Context: an optimization exercise on an open-source flow, tuned for small area, a short achievable clock period and few clock cycles. The choices shown serve that exercise and are no tape-out recipe. In this exercise RTL edits were held to simulation tests only and were not proved equivalent to the original. Power figures rest on the tool's default switching activity, not on a simulated workload.

--- flow/run.sh ---
#!/bin/bash
# synth_recipe.tcl (not shown) runs the flow's synth.tcl, then flattens the netlist and writes it again
# the make line also repeats each setting of config.mk as NAME=value (left out here)
make -C /OpenROAD-flow-scripts/flow DESIGN_CONFIG=/design/flow/config.mk WORK_HOME=/design/flow/orfs CLKGATE_MAP_FILE= SYNTH_SCRIPT=/design/flow/synth_recipe.tcl finish
--- flow/config.mk ---
export PLATFORM = sky130hd
export DESIGN_NAME = frame_codec
export DESIGN_NICKNAME = frame_codec
export VERILOG_FILES = /design/flow/design.v
export SDC_FILE = /design/flow/constraint.sdc
export NUM_CORES = 4
export LEC_CHECK = 0
export CAP_MARGIN = 20
export CORE_MARGIN = 2
export CORE_UTILIZATION = 40
export SLEW_MARGIN = 20
--- flow/design.v ---
module frame_codec (
    input  wire        clk,
    input  wire        rst,           
    input  wire        enc_start,
    input  wire        enc_abort,
    input  wire        enc_ext,
    input  wire        enc_dir,       
    input  wire [7:0]  enc_nt,
    input  wire [7:0]  enc_id,
    input  wire [7:0]  enc_attr,
    input  wire [7:0]  enc_opcode,
    input  wire [15:0] enc_pl_len,
    output wire [15:0] pl_addr,       
    input  wire [7:0]  pl_rdata,
    output wire        tx_valid,      
    output wire [7:0]  tx_data,
    input  wire        tx_ready,
    output wire [1:0]  enc_st,
    output reg  [1:0]  enc_err,
    output reg  [2:0]  enc_cause,
    output reg  [15:0] enc_check,
    input  wire        dec_start,
    input  wire        dec_abort,
    input  wire        dec_dir,
    input  wire        rx_valid,      
    input  wire [7:0]  rx_data,
    output wire        rx_ready,
    output wire        dpl_we,        
    output wire [15:0] dpl_waddr,
    output wire [7:0]  dpl_wdata,
    output wire [1:0]  dec_st,
    output reg  [1:0]  dec_err,
    output reg  [2:0]  dec_cause,
    output reg  [7:0]  dec_nt,
    output reg         dec_ext,
    output reg  [7:0]  dec_id,
    output reg  [7:0]  dec_attr,
    output reg  [7:0]  dec_opcode,
    output reg  [15:0] dec_pl_len,
    output reg  [15:0] dec_check
);
    localparam [7:0] FRAME_START = 8'h10, FRAME_END = 8'h16, EXT_MARK = 8'h90;
    function automatic [15:0] crc_step(input [15:0] crc, input [7:0] b);
        integer i;
        reg [15:0] c;
        begin
            c = crc ^ {b, 8'h00};
            for (i = 0; i < 8; i = i + 1)
                c = c[15] ? ((c << 1) ^ 16'h1021) : (c << 1);
            crc_step = c;
        end
    endfunction
    function automatic [16:0] legacy_len(input dir, input [7:0] opc);
        begin
            case ({dir, opc})
                {1'b0, 8'h3F}: legacy_len = {1'b1, 16'd4};    
                {1'b1, 8'h3F}: legacy_len = {1'b1, 16'd3};    
                {1'b1, 8'h21}: legacy_len = {1'b1, 16'd1};    
                default:       legacy_len = {1'b0, 16'd0};
            endcase
        end
    endfunction
    localparam [2:0] E_IDLE = 3'd0, E_DONE = 3'd1, E_FAULT = 3'd2, E_CHECK = 3'd3,
                     E_NEXT = 3'd4, E_PL_WAIT = 3'd5, E_PUSH = 3'd6;
    reg [2:0]  e_state;
    reg        e_ext, e_dir;
    reg [7:0]  e_nt, e_id, e_attr, e_opcode;
    reg [15:0] e_pl_len;
    reg [3:0]  e_idx;         
    reg [15:0] e_cnt;         
    reg [7:0]  e_byte;        
    reg        e_guard;       
    reg        e_last;        
    reg [7:0]  e_sum;
    reg [15:0] e_crc;
    localparam [3:0] P_START = 4'd0, P_NT = 4'd1, P_MARK = 4'd2, P_ID = 4'd3, P_ATTR = 4'd4,
                     P_LENLO = 4'd5, P_LENHI = 4'd6, P_OPC = 4'd7, P_PAY = 4'd8,
                     P_CHK1 = 4'd9;
    wire [16:0] e_tab     = legacy_len(e_dir, e_opcode);
    wire [15:0] e_xlen    = e_pl_len + 16'd1;
    wire [7:0]  e_ck8     = 8'hFF - e_sum;
    assign enc_st   = (e_state == E_IDLE) ? 2'd0 :
                      (e_state == E_DONE) ? 2'd2 :
                      (e_state == E_FAULT) ? 2'd3 : 2'd1;
    assign pl_addr  = e_cnt;
    assign tx_valid = (e_state == E_PUSH);
    assign tx_data  = e_byte;
    always @(posedge clk) begin
        if (rst) begin
            e_state   <= E_IDLE;
            enc_err   <= 2'd0;
            enc_cause <= 3'd0;
            enc_check <= 16'd0;
            e_cnt     <= 16'd0;
        end else if (enc_abort) begin
            e_state   <= E_IDLE;
            enc_err   <= 2'd0;
            enc_cause <= 3'd0;
        end else begin
            case (e_state)
                E_IDLE, E_DONE, E_FAULT: begin
                    if (enc_start) begin
                        e_ext     <= enc_ext;
                        e_dir     <= enc_dir;
                        e_nt      <= enc_nt;
                        e_id      <= enc_id;
                        e_attr    <= enc_attr;
                        e_opcode  <= enc_opcode;
                        e_pl_len  <= enc_pl_len;
                        enc_err   <= 2'd0;
                        enc_cause <= 3'd0;
                        e_state   <= E_CHECK;
                    end
                end
                E_CHECK: begin
                    if (!e_ext && e_opcode == EXT_MARK) begin
                        enc_err <= 2'd1; enc_cause <= 3'd1; e_state <= E_FAULT;
                    end else if (!e_ext && !e_tab[16]) begin
                        enc_err <= 2'd1; enc_cause <= 3'd2; e_state <= E_FAULT;
                    end else if ((!e_ext && e_pl_len != e_tab[15:0]) || (e_ext && e_pl_len == 16'hFFFF)) begin
                        enc_err <= 2'd1; enc_cause <= 3'd3; e_state <= E_FAULT;
                    end else begin
                        e_idx   <= P_START;
                        e_cnt   <= 16'd0;
                        e_sum   <= 8'd0;
                        e_crc   <= 16'd0;
                        e_state <= E_NEXT;
                    end
                end
                E_NEXT: begin
                    e_guard <= 1'b1;
                    e_last  <= 1'b0;
                    e_state <= E_PUSH;
                    case (e_idx)
                        P_START: begin e_byte <= FRAME_START; e_guard <= 1'b0; end
                        P_NT:    e_byte <= e_nt;
                        P_MARK:  e_byte <= e_ext ? EXT_MARK : e_opcode;
                        P_ID:    e_byte <= e_id;
                        P_ATTR:  e_byte <= e_attr;
                        P_LENLO: e_byte <= e_xlen[7:0];
                        P_LENHI: e_byte <= e_xlen[15:8];
                        P_OPC:   e_byte <= e_opcode;
                        P_PAY:   e_state <= E_PL_WAIT;         
                        P_CHK1: begin
                            e_byte  <= e_ext ? e_crc[15:8] : e_ck8;
                            e_guard <= 1'b0;
                        end
                        default: begin    
                            e_byte  <= e_ext ? e_crc[7:0] : FRAME_END;
                            e_guard <= 1'b0;
                            e_last  <= 1'b1;
                        end
                    endcase
                end
                E_PL_WAIT: begin
                    e_byte  <= pl_rdata;
                    e_state <= E_PUSH;
                end
                E_PUSH: begin
                    if (tx_ready) begin
                        if (e_guard) begin
                            e_sum <= e_sum + e_byte;
                            e_crc <= crc_step(e_crc, e_byte);
                        end
                        e_state <= E_NEXT;
                        if (e_last) begin
                            enc_check <= e_ext ? e_crc : {8'd0, e_ck8};
                            e_state   <= E_DONE;
                        end else if (e_idx == P_PAY) begin
                            e_cnt <= e_cnt + 16'd1;
                            if (e_cnt + 16'd1 == e_pl_len) e_idx <= P_CHK1;
                        end else if (e_idx == P_MARK && !e_ext) begin
                            e_idx <= (e_pl_len == 16'd0) ? P_CHK1 : P_PAY;
                        end else if (e_idx == P_OPC) begin
                            e_idx <= (e_pl_len == 16'd0) ? P_CHK1 : P_PAY;
                        end else begin
                            e_idx <= e_idx + 4'd1;
                        end
                    end
                end
                default: e_state <= E_IDLE;
            endcase
        end
    end
    localparam [4:0] D_IDLE = 5'd0, D_DONE = 5'd1, D_FAULT = 5'd2, D_HUNT = 5'd3,
                     D_NT = 5'd4, D_OPC = 5'd5, D_LPAY = 5'd6, D_LCHK = 5'd7, D_LEND = 5'd8,
                     D_XID = 5'd9, D_XATTR = 5'd10, D_XLENLO = 5'd11, D_XLENHI = 5'd12,
                     D_XOPC = 5'd13, D_XPAY = 5'd14, D_XCRCHI = 5'd15, D_XCRCLO = 5'd16;
    reg [4:0]  d_state;
    reg        d_dir;
    reg [7:0]  d_sum;
    reg [15:0] d_crc;
    reg [15:0] d_xlen;
    reg [15:0] d_cnt;
    wire        d_busy  = (d_state != D_IDLE) && (d_state != D_DONE) && (d_state != D_FAULT);
    wire        d_take  = d_busy && rx_valid;
    wire [7:0]  b       = rx_data;
    wire [16:0] d_tab   = legacy_len(d_dir, b);
    wire [15:0] d_crc_b = crc_step(d_crc, b);
    assign dec_st    = (d_state == D_IDLE) ? 2'd0 :
                       (d_state == D_DONE) ? 2'd2 :
                       (d_state == D_FAULT) ? 2'd3 : 2'd1;
    assign rx_ready  = d_busy;
    assign dpl_we    = d_take && (d_state == D_LPAY || d_state == D_XPAY);
    assign dpl_waddr = d_cnt;
    assign dpl_wdata = b;
    always @(posedge clk) begin
        if (rst) begin
            d_state   <= D_IDLE;
            dec_err   <= 2'd0;
            dec_cause <= 3'd0;
            d_dir     <= 1'b1;
        end else if (dec_abort) begin
            d_state   <= D_IDLE;
            dec_err   <= 2'd0;
            dec_cause <= 3'd0;
        end else if (!d_busy) begin
            if (dec_start) begin
                d_dir     <= dec_dir;
                dec_err   <= 2'd0;
                dec_cause <= 3'd0;
                d_state   <= D_HUNT;
            end
        end else if (d_take) begin
            case (d_state)
                D_HUNT: if (b == FRAME_START) d_state <= D_NT;
                D_NT: begin
                    dec_nt  <= b;
                    d_sum   <= b;
                    d_crc   <= crc_step(16'd0, b);
                    d_state <= D_OPC;
                end
                D_OPC: begin
                    if (b == EXT_MARK) begin
                        dec_ext <= 1'b1;
                        d_crc   <= d_crc_b;
                        d_state <= D_XID;
                    end else begin
                        dec_ext    <= 1'b0;
                        dec_id     <= 8'd0;
                        dec_attr   <= 8'd0;
                        dec_opcode <= b;
                        if (!d_tab[16]) begin
                            dec_err <= 2'd2; dec_cause <= 3'd4; d_state <= D_FAULT;
                        end else begin
                            dec_pl_len <= d_tab[15:0];
                            d_cnt      <= 16'd0;
                            d_sum      <= d_sum + b;
                            d_state    <= (d_tab[15:0] == 16'd0) ? D_LCHK : D_LPAY;
                        end
                    end
                end
                D_LPAY: begin
                    d_sum <= d_sum + b;
                    d_cnt <= d_cnt + 16'd1;
                    if (d_cnt + 16'd1 == dec_pl_len) d_state <= D_LCHK;
                end
                D_LCHK: begin
                    dec_check <= {8'd0, b};
                    d_state   <= D_LEND;
                end
                D_LEND: begin
                    if (dec_check[7:0] != 8'hFF - d_sum) begin
                        dec_err <= 2'd1; dec_cause <= 3'd1; d_state <= D_FAULT;
                    end else if (b != FRAME_END) begin
                        dec_err <= 2'd1; dec_cause <= 3'd2; d_state <= D_FAULT;
                    end else
                        d_state <= D_DONE;
                end
                D_XID: begin
                    dec_id  <= b;
                    d_crc   <= d_crc_b;
                    d_state <= D_XATTR;
                end
                D_XATTR: begin
                    dec_attr <= b;
                    d_crc    <= d_crc_b;
                    d_state  <= D_XLENLO;
                end
                D_XLENLO: begin
                    d_xlen  <= {8'd0, b};
                    d_crc   <= d_crc_b;
                    d_state <= D_XLENHI;
                end
                D_XLENHI: begin
                    d_xlen <= {b, d_xlen[7:0]};
                    d_crc  <= d_crc_b;
                    if ({b, d_xlen[7:0]} == 16'd0) begin
                        dec_err <= 2'd2; dec_cause <= 3'd5; d_state <= D_FAULT;
                    end else
                        d_state <= D_XOPC;
                end
                D_XOPC: begin
                    dec_opcode <= b;
                    d_crc      <= d_crc_b;
                    dec_pl_len <= d_xlen - 16'd1;
                    d_cnt      <= 16'd0;
                    d_state    <= (d_xlen == 16'd1) ? D_XCRCHI : D_XPAY;
                end
                D_XPAY: begin
                    d_crc <= d_crc_b;
                    d_cnt <= d_cnt + 16'd1;
                    if (d_cnt + 16'd1 == dec_pl_len) d_state <= D_XCRCHI;
                end
                D_XCRCHI: begin
                    dec_check <= {b, 8'd0};
                    d_state   <= D_XCRCLO;
                end
                D_XCRCLO: begin
                    dec_check <= {dec_check[15:8], b};
                    if ({dec_check[15:8], b} != d_crc) begin
                        dec_err <= 2'd1; dec_cause <= 3'd3; d_state <= D_FAULT;
                    end else
                        d_state <= D_DONE;
                end
                default: d_state <= D_IDLE;
            endcase
        end
    end
endmodule
--- flow/constraint.sdc ---
create_clock -name core_clock -period 6.0 [get_ports {clk}]
set_input_delay 1.2000 -clock core_clock [delete_from_list [all_inputs] [get_ports {clk}]]
set_output_delay 1.2000 -clock core_clock [all_outputs]
set_load 0.01 [all_outputs]
==> flow_summary.yaml <==
critical_path:
  cp-end-kind: "output port"
  start_kind: "register"
  path_depth: 5
  crit_path_top_delay_cell: "dfxtp_1"
  worstPathArrival_ns: 3.17
  crit_type: "reg -> out"
  crit_path_frequent_cell: "nor2_1"
  critPathTopFamily: "simple AND/OR/NAND/NOR gates"
  crit_fanout: 18
  required_ns: 4.80
  crit_chain: "inv_1 > nor2_1 > nand2_1 > nor2_1 > clkdlybuf4s50_1"
  slowest_delay_ns: 0.59
  reg2reg_depth: 8
  cp_num_buf_inv: 2
timing:
  worst_pin_slew_ns: 1.00
  fin_crit_sh: 0.728
  clock_skew_ns: 0.0108
  hold_viol: 0
  max_slew_margin: 0.326
  max_clock_freq_mhz: 229
  rsz0062_at_grt: "no"
  tns_ns: 0
  fin_crit_ns: 4.37
  worst_slack_ns: 1.63
  slew_viol_final: 0
  setup_viol: 0
yosys:
  synth-edff-count: 209
  synth_ff_type: "edfxtp_1"
  ys_seq_area_frac: 0.504
  netlist_top_cells_area: "edfxtp_1, xnor2_1, dfxtp_1, nor2_1, xor2_1"
  yosysTopAreaCell: "edfxtp_1"
  ys_warn_count: 1
  synth.avg_cell_area_sq_um: 10.4
  ys_seq_elements: 258
  synth-async-reset-ratio: 0
  synth_top_cell_area_share: 0.436
  ys_types: 82
  syn_inst: 1391
  synth_area_sq_um: 14400
clock_tree:
  cts_buffers: 30
  cts_setup_buffers: 0
  root_buffer: "clkbuf_16"
  cts.sinks: 258
  cts_resized: 0
  cts_buffer_depth: 3
  h-tree-depth: 1
  clk_pin_slew_ns: 0.06
  hold_buffers: 0
  cts_tree: "yes"
  insertion_delay_ns: 0.57
global_route:
  antenna_found_initial: 1
  met1_usage: 0.257
  top_usage_layer: "met2"
  grt_max_degree: 51
  overflow: 0
  grt_pass1_vias: 10875
  grt_use_met2: 0.346
  groute.layer.met3.usage: 0.0383
  grt_pass1_wl_mm: 60.9
  track_usage: 0.202
layout:
  diodes: 0
  layout_common_cells: "clkdlybuf4s50_1, edfxtp_1, nor2_1"
  syn_to_final_growth_pct: 24.5
  fin_nets: 1677
  drive_gt1_frac: 0.0625
  fillers: 3233
  layout_commonest_cell: "clkdlybuf4s50_1"
  final_core_util: 0.505
worst_hold_path:
  hold_path.class: "reg -> reg"
  min_path_cells: 2
detailed_routing:
  wire_per_inst_um: 18.8
  drc: 0
  drtIter0Drc: 837
  drtPass1Iterations: 8
  final_antenna_net_count: 0
  vias_per_cell: 5.40
  vias: 11123
  totalWireLength_mm: 38.7
placed_design:
  io_buffers: 218
  gp_congestion: 0.895
  hpwl_mm: 28.8
  place_ws_ns: 1.66
power_and_ir_drop:
  cellLeakagePower_uw: 0.00597
  vdd_drop_max_mv: 0.267
  powerDensity_nw_per_um2: 222
die:
  fp-row-count: 69
  core_area_sq_um: 35500
  die_w_um: 194
  start_util: 0.406
  die_area_sq_um: 37500
  ios: 221
  die_h_um: 194
outcome:
  status: "no timing/DRC/antenna violations"
run:
  maxCapViolations: 0
==> logic make-up (layout without fill, tap and decap cells) <==
| logic type | after synthesis | in the layout | share of synthesized area |
|---|---|---|---|
| flip-flops | 258 | 258 | 0.504 |
| adder cells (fa/ha/maj) | 26 | 26 | 0.0236 |
| XOR/XNOR | 182 | 182 | 0.117 |
| multiplexers | 11 | 11 | 0.00782 |
| AND/OR/NAND/NOR | 562 | 562 | 0.206 |
| other | 1 | 2 | 0.000260 |
| buffers and inverters | 115 | 323 | 0.0351 |
| AO/OA/AOI/OAI | 236 | 236 | 0.105 |
==> worst paths after layout <==
kind | start | slack, ns | endpoint
setup reg to reg | e_cnt[0]$_SDFFE_PP0P_ | 2.44 | e_idx[3]$_SDFFCE_PN0P_
hold / removal | enc_check[3]$_SDFFE_PP0P_ | 0.45 | enc_check[3]$_SDFFE_PP0P_
hold reg to reg | enc_check[3]$_SDFFE_PP0P_ | 0.45 | enc_check[3]$_SDFFE_PP0P_
setup / recovery | d_state[1]$_SDFFE_PP0P_ | 1.63 | dpl_we
==> worst min-delay path: stages, from the launching register on <==
cell and delay (ns):
dfxtp_1 0.31, nand2_1 0.05, a21oi_1 0.05
==> cells in the mapped netlist, types with 7 or more instances <==
cell type and count:
nand2_1 110, clkbuf_1 59, nor3_1 38, a21o_1 9
nor4_1 17, or2_2 8, buf_2 10, xnor3_1 7
mux2i_1 9, a31oi_1 13, nand3_1 60, or3_1 11
a211oi_1 13, and4_1 7, ha_1 24, a21oi_1 66
xor2_1 52, nor3b_1 10, nand4_1 26, nand2b_1 36
inv_1 30, xnor2_1 123, nor2b_1 15, dfxtp_1 49
buf_4 10, o21bai_1 7, o21ai_0 60, and2_1 37
nor2_1 130, and3_1 21, edfxtp_1 209
==> state kept, by name, indices dropped and copies added (netlist names), 16 cells and up <==
name	flops
e_pl_len	16
dec_pl_len	16
d_crc	16
dec_check	16
enc_check	16
d_xlen	16
e_crc	16
e_cnt	16
d_cnt	16
==> where the power goes <==
| part | internal (uW) | switching (uW) |
|---|---|---|
| logic | 109 | 121 |
| registers | 1940 | 19.1 |
| clock network | 1050 | 747 |
==> final cells by class <==
cell class                 instances  area [sq um]  share of cell area
sequential                       258          7260               0.405
multi-input combinational       1019          6690               0.373
timing repair buffer             237          2320               0.130
clock buffer                      39           816              0.0455
tap                              461           577              0.0322
clock inverter                    17           156             0.00872
inverter                          30           113             0.00628
==> metrics by stage <==
stage / cells / power (uW) / hold slack [ns] / cell area [sq um]
2_1_floorplan: 1392 / 2120 / 0.476 / 14400
3_3_place_gp: 2005 / 2220 / 0.444 / 17000
3_5_place_dp: 2005 / 2230 / 0.448 / 17000
4_1_cts: 2061 / 4030 / 0.455 / 17900
5_1_grt: 2061 / 4130 / 0.483 / 17900
6_report: 2061 / 3980 / 0.452 / 17900
==> layer usage <==
layer / wire length, um / up-vias
met2: 18700 / 340
met4: 1350 / 0
met3: 2280 / 68
met1: 16300 / 5312
met5: 0 / -
li1: - / 5403
Testbench counts, summed over its fixed seeds: cycles 120,065.

==> afterwards: timing with drivers on the ports <==
The results above use ideal ports. As a check the final layout listed here was re-extracted and re-timed, cells and wires unchanged. Step 1 (the two cells are an assumption about what drives the block):
set clk [get_ports {clk}]
set_driving_cell -lib_cell sky130_fd_sc_hd__clkbuf_16 $clk
set_driving_cell -lib_cell sky130_fd_sc_hd__buf_2 [delete_from_list [all_inputs] $clk]
Step 2, shift: input delay + t, output delay - t, t = (earliest + latest rising clock arrival at the registers) / 2. This alone moves slack from input paths to output paths. Slacks: ideal ports / drivers / drivers and shift; pairs: ideal ports / drivers.
t, ns: 0.616
slack for setup (ns): 1.632 / 1.580 / 1.645
slew at the worst register clock pin (ns): 0.06 / 0.06
worst slew at a driven data input, ns: 0.06
pins driven straight from the clock port: 1
After both steps this run still meets setup and hold. The setup slack of this run moves by -0.052 ns with the drivers and by +0.013 ns with both steps.
